This is an optimization exercise on Yosys and OpenROAD, whose aim is small area, a short achievable clock period and few clock cycles per item, not a production implementation. Only simulation tests tie the RTL to the original design; equivalence was not proved.

## flow/design.v (module list and top-level ports; edited modules follow where they fit)
// module fp32_mul: 75 lines
// module fp32_mul_decay: 21 lines
// module mul24: 1249 lines
// module mul24_decay: 423 lines
// module fp32_add: 87 lines
// module add_bk: 33 lines
// module lac_mma: 95 lines
module lac_mma (
    input  wire        clk,
    input  wire        rst_n,
    input  wire        in_valid,
    output wire        in_ready,
    input  wire        in_op,
    input  wire [31:0] in_a,
    input  wire [31:0] in_b,
    input  wire [31:0] in_c,
    input  wire [31:0] in_d,
    output reg         out_valid,
    input  wire        out_ready,
    output reg  [31:0] out_data
);
  // ...
==> flow/flow/run.sh <==
#!/bin/bash
# The standard layout, with the port buffers made of buf_2 cells instead of
# the delay buffers buffer_ports picks by default. Everything else is
# standard.sh unchanged (synthesis included).
set -euo pipefail
bash standard.sh 'BUFFER_PORTS_ARGS=-buffer_cell sky130_fd_sc_hd__buf_2' finish > standard_flow.log 2>&1
==> flow/standard.sh <==
#!/bin/bash
# synth_recipe.tcl (not shown) runs the flow's synth.tcl, then flattens the netlist and writes it again
# the make line also repeats each setting of config.mk as NAME=value (left out here)
make -C /OpenROAD-flow-scripts/flow DESIGN_CONFIG=/design/flow/config.mk WORK_HOME=/design/flow/orfs CLKGATE_MAP_FILE= SYNTH_SCRIPT=/design/flow/synth_recipe.tcl "${@:-finish}"
==> flow/config.mk <==
export PLATFORM = sky130hd
export DESIGN_NAME = lac_mma
export DESIGN_NICKNAME = lac_mma
export VERILOG_FILES = /design/flow/design.v
export SDC_FILE = /design/flow/constraint.sdc
export NUM_CORES = 4
export LEC_CHECK = 0
export ABC_AREA = 1
export CAP_MARGIN = 20
export CORE_MARGIN = 2
export CORE_UTILIZATION = 40
export SLEW_MARGIN = 20
==> flow/constraint.sdc <==
create_clock -name core_clock -period 75.0 [get_ports {clk}]
set_input_delay 15.0000 -clock core_clock [delete_from_list [all_inputs] [get_ports {clk}]]
set_output_delay 15.0000 -clock core_clock [all_outputs]
set_load 0.01 [all_outputs]
==> run notes, run 1 <==
- Pin slew with the least headroom to its limit: 1250 ps
- STA classifies the critical path endpoint as a flop.
* Critical-path cell with the highest stage delay: sky130_fd_sc_hd__nor2_1
* Placed wire-length estimate after detailed placement: ~180 mm
* Sequential cell area: 10700 um^2
- In the layout the commonest cells are 1473 x sky130_fd_sc_hd__nand2_1, 1240 x sky130_fd_sc_hd__inv_1, 696 x sky130_fd_sc_hd__xor2_1, 658 x sky130_fd_sc_hd__fa_1, 616 x sky130_fd_sc_hd__nand3_1.
- The longest clock path from root to sink contains 3 buffers.
- Using the TritonRoute via totals, the vias-per-cell ratio works out to 5.66.
- Across the whole layout, storage elements make up roughly 15% of the cell area.
* Crit path kind: flop to flop
- Hold depth: 0
* Critical register-to-register path endpoint: m2[29]$_SDFFCE_PP1P_
- Wire segments on met3 add up to 23.6 mm in the final route.
- The run finished with no timing, DRC or antenna violations.
- Number of top-level pins: ~170
- Tracing the worst setup path back leads to its startpoint at z1[15]$_DFFE_PP_.
* GRT overflow: 0
- Dominant cells by area after synthesis: sky130_fd_sc_hd__fa_1 20%, sky130_fd_sc_hd__edfxtp_1 16%, sky130_fd_sc_hd__ha_1 10%, sky130_fd_sc_hd__xor2_1 9.3%, sky130_fd_sc_hd__nand2_1 8.5%
- Wirelength, routed: 233 mm
- The highest metal layer carrying signal wires in the routed design is met5.
* Hold wc startpoint: s1[24]$_DFFE_PP_
* Setup violations, final: 0
* Post-Synth Simple-Gate Area: 19.2%
- Worst R2R Setup Slack: around 60000 ps
- Entering global routing, the biggest net connects 111 pins.
Testbench counts, summed over its fixed seeds: cycles 9,632, items 9,600.
==> module lac_mma, before the edit <==
module lac_mma (
    input  wire        clk,
    input  wire        rst_n,
    input  wire        in_valid,
    output wire        in_ready,
    input  wire        in_op,
    input  wire [31:0] in_a,
    input  wire [31:0] in_b,
    input  wire [31:0] in_c,
    input  wire [31:0] in_d,
    output reg         out_valid,
    input  wire        out_ready,
    output reg  [31:0] out_data
);
    localparam [31:0] DECAY = 32'h3F7F5C29;
    localparam [31:0] CW    = 32'h3B23D70A;
    reg go;
    assign in_ready = go;
    reg        v0, op0;
    reg [31:0] a0, x0, y0, z0;
    always @(posedge clk) begin
        if (!rst_n)
            v0 <= 1'b0;
        else if (go)
            v0 <= in_valid;
    end
    always @(posedge clk) begin
        if (go || !v0) begin
            op0 <= in_op;
            a0  <= in_a;
            x0  <= in_op ? in_b : CW;
            y0  <= in_op ? in_c : in_b;
            z0  <= in_op ? in_d : in_c;
        end
    end
    wire [31:0] t_decay, t_m1;
    fp32_mul_decay u_decay (.a(a0), .y(t_decay));
    fp32_mul u_m1    (.a(x0), .b(y0), .y(t_m1));
    reg        v1;
    reg [31:0] m1, z1, s1;
    always @(posedge clk) begin
        if (!rst_n)
            v1 <= 1'b0;
        else if (go)
            v1 <= v0;
    end
    always @(posedge clk) begin
        if (go || !v1) begin
            m1 <= t_m1;
            z1 <= z0;
            s1 <= op0 ? a0 : t_decay;
        end
    end
    wire [31:0] t_m2;
    fp32_mul u_m2 (.a(m1), .b(z1), .y(t_m2));
    reg        v2;
    reg [31:0] m2, s2;
    always @(posedge clk) begin
        if (!rst_n)
            v2 <= 1'b0;
        else if (go)
            v2 <= v1;
    end
    always @(posedge clk) begin
        if (go || !v2) begin
            m2 <= t_m2;
            s2 <= s1;
        end
    end
    wire [31:0] t_sum;
    fp32_add u_add (.a(s2), .b(m2), .y(t_sum));
    wire push = go && v2;
    wire pop  = out_valid && out_ready;
    reg        sk_valid;
    reg [31:0] sk_data;
    wire out_valid_n = sk_valid | push | (out_valid & ~pop);
    wire sk_valid_n  = out_valid & sk_valid & ~pop | (out_valid & (sk_valid | ~pop) & push);
    always @(posedge clk) begin
        if (!rst_n) begin
            out_valid <= 1'b0;
            sk_valid  <= 1'b0;
            go        <= 1'b1;
        end else begin
            out_valid <= out_valid_n;
            sk_valid  <= sk_valid_n;
            go        <= ~(out_valid_n & sk_valid_n);
        end
    end
    always @(posedge clk) begin
        if (!out_valid || pop)
            out_data <= sk_valid ? sk_data : t_sum;
        if (go && v2 && out_valid && !out_ready)
            sk_data <= t_sum;
    end
endmodule
==> run 2, diff against run 1 <==
--- a/flow/design.v
+++ b/flow/design.v
@@ -1336,17 +1336,17 @@
     wire w1198 = w1064 ^ 1'b1;
     wire w1196 = w1198 ^ w1062;
     wire w1197 = (w1064 & 1'b1) | (w1198 & w1062);
     wire w1201 = w312 ^ w336;
     wire w1199 = w1201 ^ w1065;
     wire w1200 = (w312 & w336) | (w1201 & w1065);
     wire [47:0] r0 = {w1199, w1196, w1193, w1190, w1187, w1184, w1181, w1178, w1175, w1172, w1169, w1166, w1163, w1160, w1157, w1154, w1151, w1148, w1145, w1142, w1139, w1136, w1133, w1130, w1127, w1124, w1121, w1118, w1115, w1112, w1109, w1106, w1103, w1100, w1097, w1094, w1091, w1088, w1085, w1082, w1079, w1076, w1073, w1070, w1068, w1066, w2, w1};
     wire [47:0] r1 = {w1197, w1194, w1191, w1188, w1185, w1182, w1179, w1176, w1173, w1170, w1167, w1164, w1161, w1158, w1155, w1152, w1149, w1146, w1143, w1140, w1137, w1134, w1131, w1128, w1125, w1122, w1119, w1116, w1113, w1110, w1107, w1104, w1101, w1098, w1095, w1092, w1089, w1086, w1083, w1080, w1077, w1074, w1071, w1069, w1067, bn1, 1'b0, bn0};
-    add_bk #(48) u_cpa (.a(r0), .b(r1), .ci(1'b0), .s(p), .co());
+    assign p = r0 + r1;
 endmodule
 module mul24_decay (
     input  wire [23:0] a,
     output wire [47:0] p
 );
     wire w1 = ~a[0];
     wire w2 = ~a[1];
     wire w3 = ~a[2];
@@ -1900,47 +1900,47 @@
     input  wire        out_ready,
     output reg  [31:0] out_data
 );
     localparam [31:0] DECAY = 32'h3F7F5C29;
     localparam [31:0] CW    = 32'h3B23D70A;
     reg go;
     assign in_ready = go;
     reg        v0, op0;
-    reg [31:0] a0, x0, y0, z0;
+    reg [31:0] a0, b0, c0, d0;
     always @(posedge clk) begin
         if (!rst_n)
             v0 <= 1'b0;
         else if (go)
             v0 <= in_valid;
     end
     always @(posedge clk) begin
         if (go || !v0) begin
             op0 <= in_op;
             a0  <= in_a;
-            x0  <= in_op ? in_b : CW;
-            y0  <= in_op ? in_c : in_b;
-            z0  <= in_op ? in_d : in_c;
+            b0  <= in_b;
+            c0  <= in_c;
+            d0  <= in_d;
         end
     end
     wire [31:0] t_decay, t_m1;
     fp32_mul_decay u_decay (.a(a0), .y(t_decay));
-    fp32_mul u_m1    (.a(x0), .b(y0), .y(t_m1));
+    fp32_mul u_m1    (.a(op0 ? b0 : CW),    .b(op0 ? c0 : b0),  .y(t_m1));
     reg        v1;
     reg [31:0] m1, z1, s1;
     always @(posedge clk) begin
         if (!rst_n)
             v1 <= 1'b0;
         else if (go)
             v1 <= v0;
     end
     always @(posedge clk) begin
         if (go || !v1) begin
             m1 <= t_m1;
-            z1 <= z0;
+            z1 <= op0 ? d0 : c0;
             s1 <= op0 ? a0 : t_decay;
         end
     end
     wire [31:0] t_m2;
     fp32_mul u_m2 (.a(m1), .b(z1), .y(t_m2));
     reg        v2;
     reg [31:0] m2, s2;
     always @(posedge clk) begin
==> run notes, run 2 <==
- Walking the worst path, the cells encountered are buf_2.
- Final core utilization: 43.0% (was 42.9%)
- Clock slew seen by the registers of the worst setup and hold paths: 60 ps (was 80 ps)
- Chip Width: 414 um (was 409 um)
* Smallest hold slack: 399 ps (was 418 ps)
- The number of I/O port buffers was 166 (unchanged).
- Synthesized area: 67200 um^2 (was 65600 um^2)
- Area inside the core boundary: 167000 um^2 (was 163000 um^2)
- The number of I/O pins is 167 (unchanged).
- Multi-input logic area: 49900 um^2 (was 48200 um^2)
* Area added between synthesis and finish: 6.87% (was 6.46%)
- The TritonCTS clock tree is done (unchanged).
* Type of element launching the critical path: flop (unchanged)
- The per-cell via count in the routed design came to 5.68 (was 5.66).
* DR WL/cell: 20.8 um (was 22.1 um)
- Crit path required time: 60000 ps (was 75350 ps)
- Yosys top cell by area: sky130_fd_sc_hd__fa_1 (unchanged)
- Crit path buf inv count: 1 (was 9)
- Leading cell type in the layout, fill and taps excluded: sky130_fd_sc_hd__nand2_1 (unchanged)
* Wirelength, routed: 232 mm (was 233 mm)
- Final hold vios: 0 (unchanged)
* Weighted congestion at the end of routability-driven global placement: 0.975 (was 0.993)
- Post-DRT Antenna Nets: 0 (unchanged)
* Synthesis Warnings: 6 (unchanged)
* Final cycle utilization of the critical path: 21.6% (was 22.1%)
* Final min period: 16230 ps (was 16580 ps)
- Sequential cell area: 10700 um^2 (unchanged)
- The average footprint of a synthesized cell is 7.52 um^2 (was 7.81 um^2).
- H-tree depth: 2 (unchanged)
* Via count: 63200 (was 59700)
* Length of the first detailed-routing pass in iterations: 8 (was 6)
- Critical-path cell with the highest stage delay: sky130_fd_sc_hd__dfxtp_1 (was sky130_fd_sc_hd__nor2_1)
- The maximum clock frequency came to 61.6 MHz (was 60.3 MHz).
- Starting Density: 40.2% (was 40.3%)
- The type of the worst setup path was flop to output port (was flop to flop).
- EDFF count, synth: 353 (unchanged)
- The area share of the largest cell type after synthesis was 18.2% (was 20.1%).
- Sequential area share after synthesis: 16.0% (was 16.3%)
* Clock sink count: 359 (unchanged)
- The number of core rows is 150 (was 148).
- Global-route wire length before repair: 363 mm (was 356 mm)
- Commonest non-fill, non-tap cells in the layout: 1645 x sky130_fd_sc_hd__nand2_1, 1267 x sky130_fd_sc_hd__inv_1, 729 x sky130_fd_sc_hd__xor2_1, 693 x sky130_fd_sc_hd__nand3_1, 628 x sky130_fd_sc_hd__nor2_1 (was 1473 x sky130_fd_sc_hd__nand2_1, 1240 x sky130_fd_sc_hd__inv_1, 696 x sky130_fd_sc_hd__xor2_1, 658 x sky130_fd_sc_hd__fa_1, 616 x sky130_fd_sc_hd__nand3_1)
- Insertion delay of the later-clocked pin in the worst-skew pair: 660 ps (about the same)
- Run status: no timing/DRC/antenna violations (unchanged)
- Leading post-synthesis cells by instance count: 1648 x sky130_fd_sc_hd__nand2_1, 1268 x sky130_fd_sc_hd__inv_1, 729 x sky130_fd_sc_hd__xor2_1 (was 1477 x sky130_fd_sc_hd__nand2_1, 1241 x sky130_fd_sc_hd__inv_1, 697 x sky130_fd_sc_hd__xor2_1)
- The worst min-delay path class is flop to flop (unchanged).
- Fraction of registers with async set or reset after synthesis: 0% (unchanged)
* # fillers: 17200 (was 16600)
- Setup violations, final: 0 (unchanged)
- The count of routing violations after the opening detailed-route iteration is 6261 (was 6000).
- The total DRC errors in the routed layout was 0 (unchanged).
- Primary flip-flop cell chosen by synthesis mapping: sky130_fd_sc_hd__edfxtp_1 (unchanged)
- Crit path largest cell delay: 440 ps (was 720 ps)
- Number of hold buffers added after cts: 0 (unchanged)
- The count of unique library cells instantiated by Yosys came to 84 (was 75).
- Synthesized netlist cell count: 8941 (was 8397)
- Proportion of layout cells with a drive suffix above 1: 7.08% (was 7.20%)
- The total negative setup slack was 0 ps (unchanged).
- The kind of cell with the highest combined delay on the critical path is flip-flops (was adder cells).
- The number of global-route vias before repair came to 62900 (was 59500).
- Number of standard cells in the layout, taps in and fillers out: 11100 (was 10500)
- RSZ-0062 raised after global routing: no (unchanged).
- Number of cells in the design after placement: 11100 (was 10500)
- Crit Path Max Fanout: 6 (was 32)
- The worst-case headroom to the max-slew limit was 23.9% (was 16.4%).
- The final-stage net count is 10200 (was 9658).
- Pin slew with the least headroom to its limit: 1140 ps (was 1250 ps)
- Cell chosen for the clock root: sky130_fd_sc_hd__clkbuf_16 (unchanged)
- Post-CTS setup buffers: 0 (unchanged)
- Max capacitance violation total: 0 (unchanged)
- The worst-case clock buffer depth came to 3 (unchanged).
* Number of antenna violations at the first check in global routing: 11 (unchanged)
- GRT overflow: 0 (unchanged)
* Crit path arrival time: 1230 ps (was 16930 ps)
- The net count after synthesis came to 10200 (was 9723).
- The placed wire-length estimate came to 177 mm (about the same).
- The total of flip-flops plus latches after synthesis came to 359 (unchanged).
- Dominant cells by area after synthesis: sky130_fd_sc_hd__fa_1 18%, sky130_fd_sc_hd__edfxtp_1 16%, sky130_fd_sc_hd__ha_1 10%, sky130_fd_sc_hd__xor2_1 9.5%, sky130_fd_sc_hd__nand2_1 9.2% (was sky130_fd_sc_hd__fa_1 20%, sky130_fd_sc_hd__edfxtp_1 16%, sky130_fd_sc_hd__ha_1 10%, sky130_fd_sc_hd__xor2_1 9.3%, sky130_fd_sc_hd__nand2_1 8.5%).
* Endpoint class of the critical path: output port (was flop)
- Height of the chip: 414 um (was 409 um)
- Total count of max-transition violations in the final report: 0 (unchanged)
- The maximum number of pins on one net before global-route repair was 149 (was 111).
* Die Footprint: 171000 um^2 (was 167000 um^2)
- Most frequent cell after synthesis: sky130_fd_sc_hd__nand2_1 (unchanged)
- The number of gates resized after cts was 0 (unchanged).
- All-layer global routing usage: 26.9% (was 27.4%)
* Worst clock skew: 59.9 ps (was 52.9 ps)
- Total CTS buffers: 42 (was 43)
-- run 2: per-stage QoR --
step | worst slack [ps] | cell area (um^2)
after detailed placement | 58600 | 70400
final | 58770 | 71800
after floorplan | 57320 | 67200
after global routing | 57600 | 71800
after global placement | 58620 | 70400
after CTS | 58740 | 71800
-- run 2: kinds of logic (layout without fill, tap and decap cells) --
kind of cell / Yosys count / after routing / share of synthesized area (%)
other: 0 / 8 / 0
flip-flops: 359 / 359 / 16.0
XOR/XNOR: 816 / 816 / 10.7
AND/OR/NAND/NOR: 3326 / 3326 / 21.4
adder cells (fa/ha/maj): 1151 / 1151 / 28.3
buffers and inverters: 1746 / 1732 / 10.0
AO/OA/AOI/OAI: 1523 / 1523 / 13.4
multiplexers: 20 / 20 / 0.300
-- run 2: final timing paths --
kind	startpoint	to	slack [ps]	depth (start not counted)
max	go$_SDFF_PN1_	in_ready	58770	1
min	s1[25]$_DFFE_PP_	s2[25]$_DFFE_PP_	400	0
max reg2reg	op0$_DFFE_PP_	m1[29]$_SDFFCE_PP1P_	58890	68
min reg2reg	s1[25]$_DFFE_PP_	s2[25]$_DFFE_PP_	400	0
-- run 2: per-layer routing --
| metal | track usage (%) | part of all wire [%] | up-vias |
|---|---|---|---|
| met2 | 41.9 | 43 | 3071 |
| met1 | 36.5 | 42 | 30100 |
| met5 | 0 | 0.034 | - |
| met4 | 11.5 | 4.9 | 12 |
| met3 | 5.00 | 9.3 | 706 |
| li1 | - | - | 29300 |
-- run 2: cell type report --
type / instances / area share, %
Multi-Input combinational cell: 6836 / 69.4
Inverter: 1332 / 6.96
Clock inverter: 26 / 0.460
Clock buffer: 51 / 1.52
Tap cell: 2204 / 3.84
Timing Repair Buffer: 323 / 2.82
Antenna cell: 8 / 0.0279
Sequential cell: 359 / 14.9
Testbench counts of run 2, summed over its fixed seeds: cycles 9,632, items 9,600.
==> run 3, diff against run 2 <==
--- a/flow/config.mk
+++ b/flow/config.mk
@@ -8,5 +8,7 @@
 export ABC_AREA = 1
 export CAP_MARGIN = 20
 export CORE_MARGIN = 2
-export CORE_UTILIZATION = 40
+export CORE_UTILIZATION = 55
+export CTS_CLUSTER_DIAMETER = 100
+export CTS_CLUSTER_SIZE = 30
 export SLEW_MARGIN = 20
==> run notes, run 3 <==
* Final cycle utilization of the critical path: 21.6% (about the same)
- The average footprint of a synthesized cell came to 7.52 um^2 (unchanged).
- Setup violations, final: 0 (unchanged)
- The maximum clock frequency is 61.8 MHz (was 61.6 MHz).
- The kind of cell with the highest combined delay on the critical path was flip-flops (unchanged).
- The library cell used as clock root buffer was sky130_fd_sc_hd__clkbuf_16 (unchanged).
- The worst min-delay path class is flop to flop (unchanged).
- Critical-path cell with the highest stage delay: sky130_fd_sc_hd__dfxtp_1 (unchanged)
* Post-CTS setup buffers: 0 (unchanged)
* RSZ-0062 raised after global routing: no (unchanged)
- Max capacitance violation total: 0 (unchanged)
- The number of flops mapped to enable cells by yosys is 353 (unchanged).
* Crit path arrival time: 1190 ps (was 1230 ps)
* Area added between synthesis and finish: 4.71% (was 6.87%)
- Via count: 63000 (was 63200)
- # fillers: 11700 (was 17200)
* Chip Width: 354 um (was 414 um)
- The number of iterations in the first detailed-routing pass was 7 (was 8).
- The clock latency on the worst-skew pair is 650 ps (was 660 ps).
- Dominant cells by area after synthesis: sky130_fd_sc_hd__fa_1 18%, sky130_fd_sc_hd__edfxtp_1 16%, sky130_fd_sc_hd__ha_1 10%, sky130_fd_sc_hd__xor2_1 9.5%, sky130_fd_sc_hd__nand2_1 9.2% (unchanged).
- The cell count after synthesis was 8941 (unchanged).
* Hold depth: 0 (unchanged)
- The floorplan core area came to 122000 um^2 (was 167000 um^2).
- Crit Path Max Fanout: 6 (unchanged)
- The nature of the critical path startpoint was a flop (unchanged).
- DR WL/cell: 22.3 um (was 20.8 um)
* Number of nets in the layout: 10100 (was 10200)
- Ratio of routed vias to standard cells: 6.00 (was 5.68)
- The worst reg2reg path depth is 65 (was 68).
- Synthesis Warnings: 6 (unchanged)
- The number of I/O pins is 167 (unchanged).
* Levels on crit path: 1 (unchanged)
* RR Startpoint: op0$_DFFE_PP_ (unchanged)
* Crit path required time: 60000 ps (about the same)
* Sequential cell area: 10700 um^2 (unchanged)
- Crit path kind: flop to output port (unchanged)
- Post_cts resized: 0 (unchanged)
- Headroom to the max-slew limit: 19.8% (was 23.9%)
- Synthesized area: 67200 um^2 (unchanged)
* Setup TNS: 0 ps (unchanged)
- Primary flip-flop cell chosen by synthesis mapping: sky130_fd_sc_hd__edfxtp_1 (unchanged)
- The global placement routability congestion was 1.01 (was 0.975).
- Yosys top cell by area: sky130_fd_sc_hd__fa_1 (unchanged)
- The total of hold buffers inserted after clock tree synthesis was 0 (unchanged).
- Crit path buf inv count: 1 (unchanged)
- Total CTS buffers: 22 (was 42)
- The portion of the post-synthesis area used by sequential elements is 16.0% (unchanged).
* Starting Density: 55.3% (was 40.2%)
- Register bit total from synthesis: 359 (unchanged)
- Clock tree from TritonCTS: done (unchanged)
- Height of the chip: 354 um (was 414 um)
- The reg-to-reg critical path endpoint was m1[29]$_SDFFCE_PP1P_ (unchanged).
- The worst-case clock buffer depth came to 3 (unchanged).
* Total of buffers placed on input and output ports: 166 (unchanged)
* H-tree depth: 1 (was 2)
- The launch point of the worst hold path was s1[5]$_DFFE_PP_ (was s1[25]$_DFFE_PP_).
* GRT overflow: 0 (unchanged)
- Fraction of registers with async set or reset after synthesis: 0% (unchanged)
- Leading post-synthesis cells by instance count: 1648 x sky130_fd_sc_hd__nand2_1, 1268 x sky130_fd_sc_hd__inv_1, 729 x sky130_fd_sc_hd__xor2_1 (unchanged)
- The total DRC errors in the routed layout is 0 (unchanged).
- The peak per-stage delay on the critical path was 410 ps (was 440 ps).
* Clock sink count: 359 (unchanged)
* Pin count of the biggest net entering global routing: 114 (was 149)
- Cells along the critical path: buf_2 (unchanged)
- Total count of max-transition violations in the final report: 0 (unchanged)
- Vias in the first global route: 61900 (was 62900)
- Placed wire-length estimate after detailed placement: 178 mm (was 177 mm)
- The final number of hold-violating endpoints came to 0 (unchanged).
* Most frequent cell after synthesis: sky130_fd_sc_hd__nand2_1 (unchanged)
* Global-route wire length before repair: 360 mm (was 363 mm)
- Proportion of layout cells with a drive suffix above 1: 6.60% (was 7.08%)
- Number of DRC markers after the initial detailed-route iteration: 6917 (was 6261)
- The commonest non-fill, non-tap cell in the layout is sky130_fd_sc_hd__nand2_1 (unchanged).
- The number of core rows was 128 (was 150).
* Multi-input logic area: 49900 um^2 (about the same)
- Final core utilization: 57.9% (was 43.0%)
- Run status: no timing/DRC/antenna violations (unchanged)
- The count of unique library cells instantiated by Yosys was 84 (unchanged).
- The initial antenna violation count came to 7 (was 11).
- All-layer global routing usage: 36.9% (was 26.9%)
* Die Footprint: 125000 um^2 (was 171000 um^2)
- The net count after synthesis was 10200 (unchanged).
- The clock tree skew after final layout came to 59.7 ps (was 59.9 ps).
- The area share of the largest cell type after synthesis was 18.2% (unchanged).
- The post-layout minimum cycle time is 16190 ps (was 16230 ps).
- The total routed wirelength came to 234 mm (was 232 mm).
- The kind of end point of the critical path was an output port (unchanged).
- Worst R2R Setup Slack: 59400 ps (was 58890 ps)
- Commonest non-fill, non-tap cells in the layout: 1644 x sky130_fd_sc_hd__nand2_1, 1268 x sky130_fd_sc_hd__inv_1, 729 x sky130_fd_sc_hd__xor2_1, 693 x sky130_fd_sc_hd__nand3_1, 633 x sky130_fd_sc_hd__nor2_1 (was 1645 x sky130_fd_sc_hd__nand2_1, 1267 x sky130_fd_sc_hd__inv_1, 729 x sky130_fd_sc_hd__xor2_1, 693 x sky130_fd_sc_hd__nand3_1, 628 x sky130_fd_sc_hd__nor2_1).
- The CTS clock-pin slew for the worst setup and hold paths is 100 ps (was 60 ps).
- The measured slew at the worst slew-check pin was 1190 ps (was 1140 ps).
- Terminating pin of the worst hold path: s2[5]$_DFFE_PP_ (was s2[25]$_DFFE_PP_)
- The remaining number of nets flagged by the antenna check after routing came to 0 (unchanged).
==> run 3: changes by cell type in the layout (fill, tap and decap cells not counted), moves of 5 or more <==
cell	change
sky130_fd_sc_hd__clkbuf_1	-6
sky130_fd_sc_hd__clkinv_2	-5
sky130_fd_sc_hd__diode_2	-7
sky130_fd_sc_hd__nor2_1	+5
sky130_fd_sc_hd__buf_4	-11
sky130_fd_sc_hd__clkbuf_16	-20
==> run 3: kinds of logic after synthesis <==
logic type,after synthesis,synth area share (%)
buffers and inverters,1746,10.0
AO/OA/AOI/OAI,1523,13.4
flip-flops,359,16.0
multiplexers,20,0.300
adder cells (fa/ha/maj),1151,28.3
XOR/XNOR,816,10.7
AND/OR/NAND/NOR,3326,21.4
==> run 3: how the worst max path moves through the flow <==
stage,slack (ps),startpoint,endpoint
6_report,58810,go$_SDFF_PN1_,in_ready
5_1_grt,58260,op0$_DFFE_PP_,m1[29]$_SDFFCE_PP1P_
4_1_cts,58760,go$_SDFF_PN1_,in_ready
3_5_place_dp,58660,out_ready,sk_valid$_SDFF_PN0_
3_3_place_gp,58620,out_ready,sk_valid$_SDFF_PN0_
2_1_floorplan,57320,out_ready,sk_data[0]$_DFFE_PP_
==> run 3: layer usage <==
layer	vias to the layer above	global-route usage, %	part of all wire (%)
met5	-	0	0.0034
met2	3271	59.4	45
met3	792	6.53	9.4
met1	29700	47.7	40
li1	29200	-	-
met4	2	18.7	6.1
==> run 3: final cells by class <==
| cell class | instances | share of cell area (%) |
|---|---|---|
| multi-input combinational | 6836 | 70.9 |
| sequential | 359 | 15.2 |
| inverter | 1332 | 7.10 |
| tap | 1625 | 2.89 |
| timing repair buffer | 311 | 2.73 |
| clock buffer | 24 | 0.793 |
| clock inverter | 14 | 0.391 |
| antenna | 1 | 0.00356 |
==> run 3: metrics by stage <==
step           instances  setup WS [ps]  hold WS [ps]  instance area, um^2
2_1_floorplan       8941          57320           400                67200
3_3_place_gp       10500          58620           404                69500
3_5_place_dp       10500          58660           405                69500
4_1_cts            10500          58760           427                70400
5_1_grt            10500          58260           435                70400
6_report           10500          58810           425                70400

re-timing with driven ports:
No port has a modelled driver above. Below, the same layouts with a new extraction and two added sets of constraints.
Step 1, drivers: a clkbuf_16 drives clk and a buf_2 each remaining input, both assumed.
Step 2 adds t to the input delays and takes it off the output delays; t is the mean of the earliest and latest rising clock arrival at the registers after step 1. Input paths then give back, and output paths get back, about the clock's delay inside the block.
Slacks: ideal / step 1 / step 2; pairs: ideal / step 1.
run | t (ns) | slack for setup (ns) | worst setup path at the end
run 1 | 0.706 | 58.420 / 58.420 / 57.948 | input to register
run 2 | 0.710 | 58.770 / 58.692 / 58.574 | input to register
run 3 | 0.699 | 58.810 / 58.732 / 58.625 | input to register
After both steps every run listed still meets setup and hold. The setup slack of run 1, which loses most, moves by 0.000 ns with the drivers and by -0.472 ns with both steps.
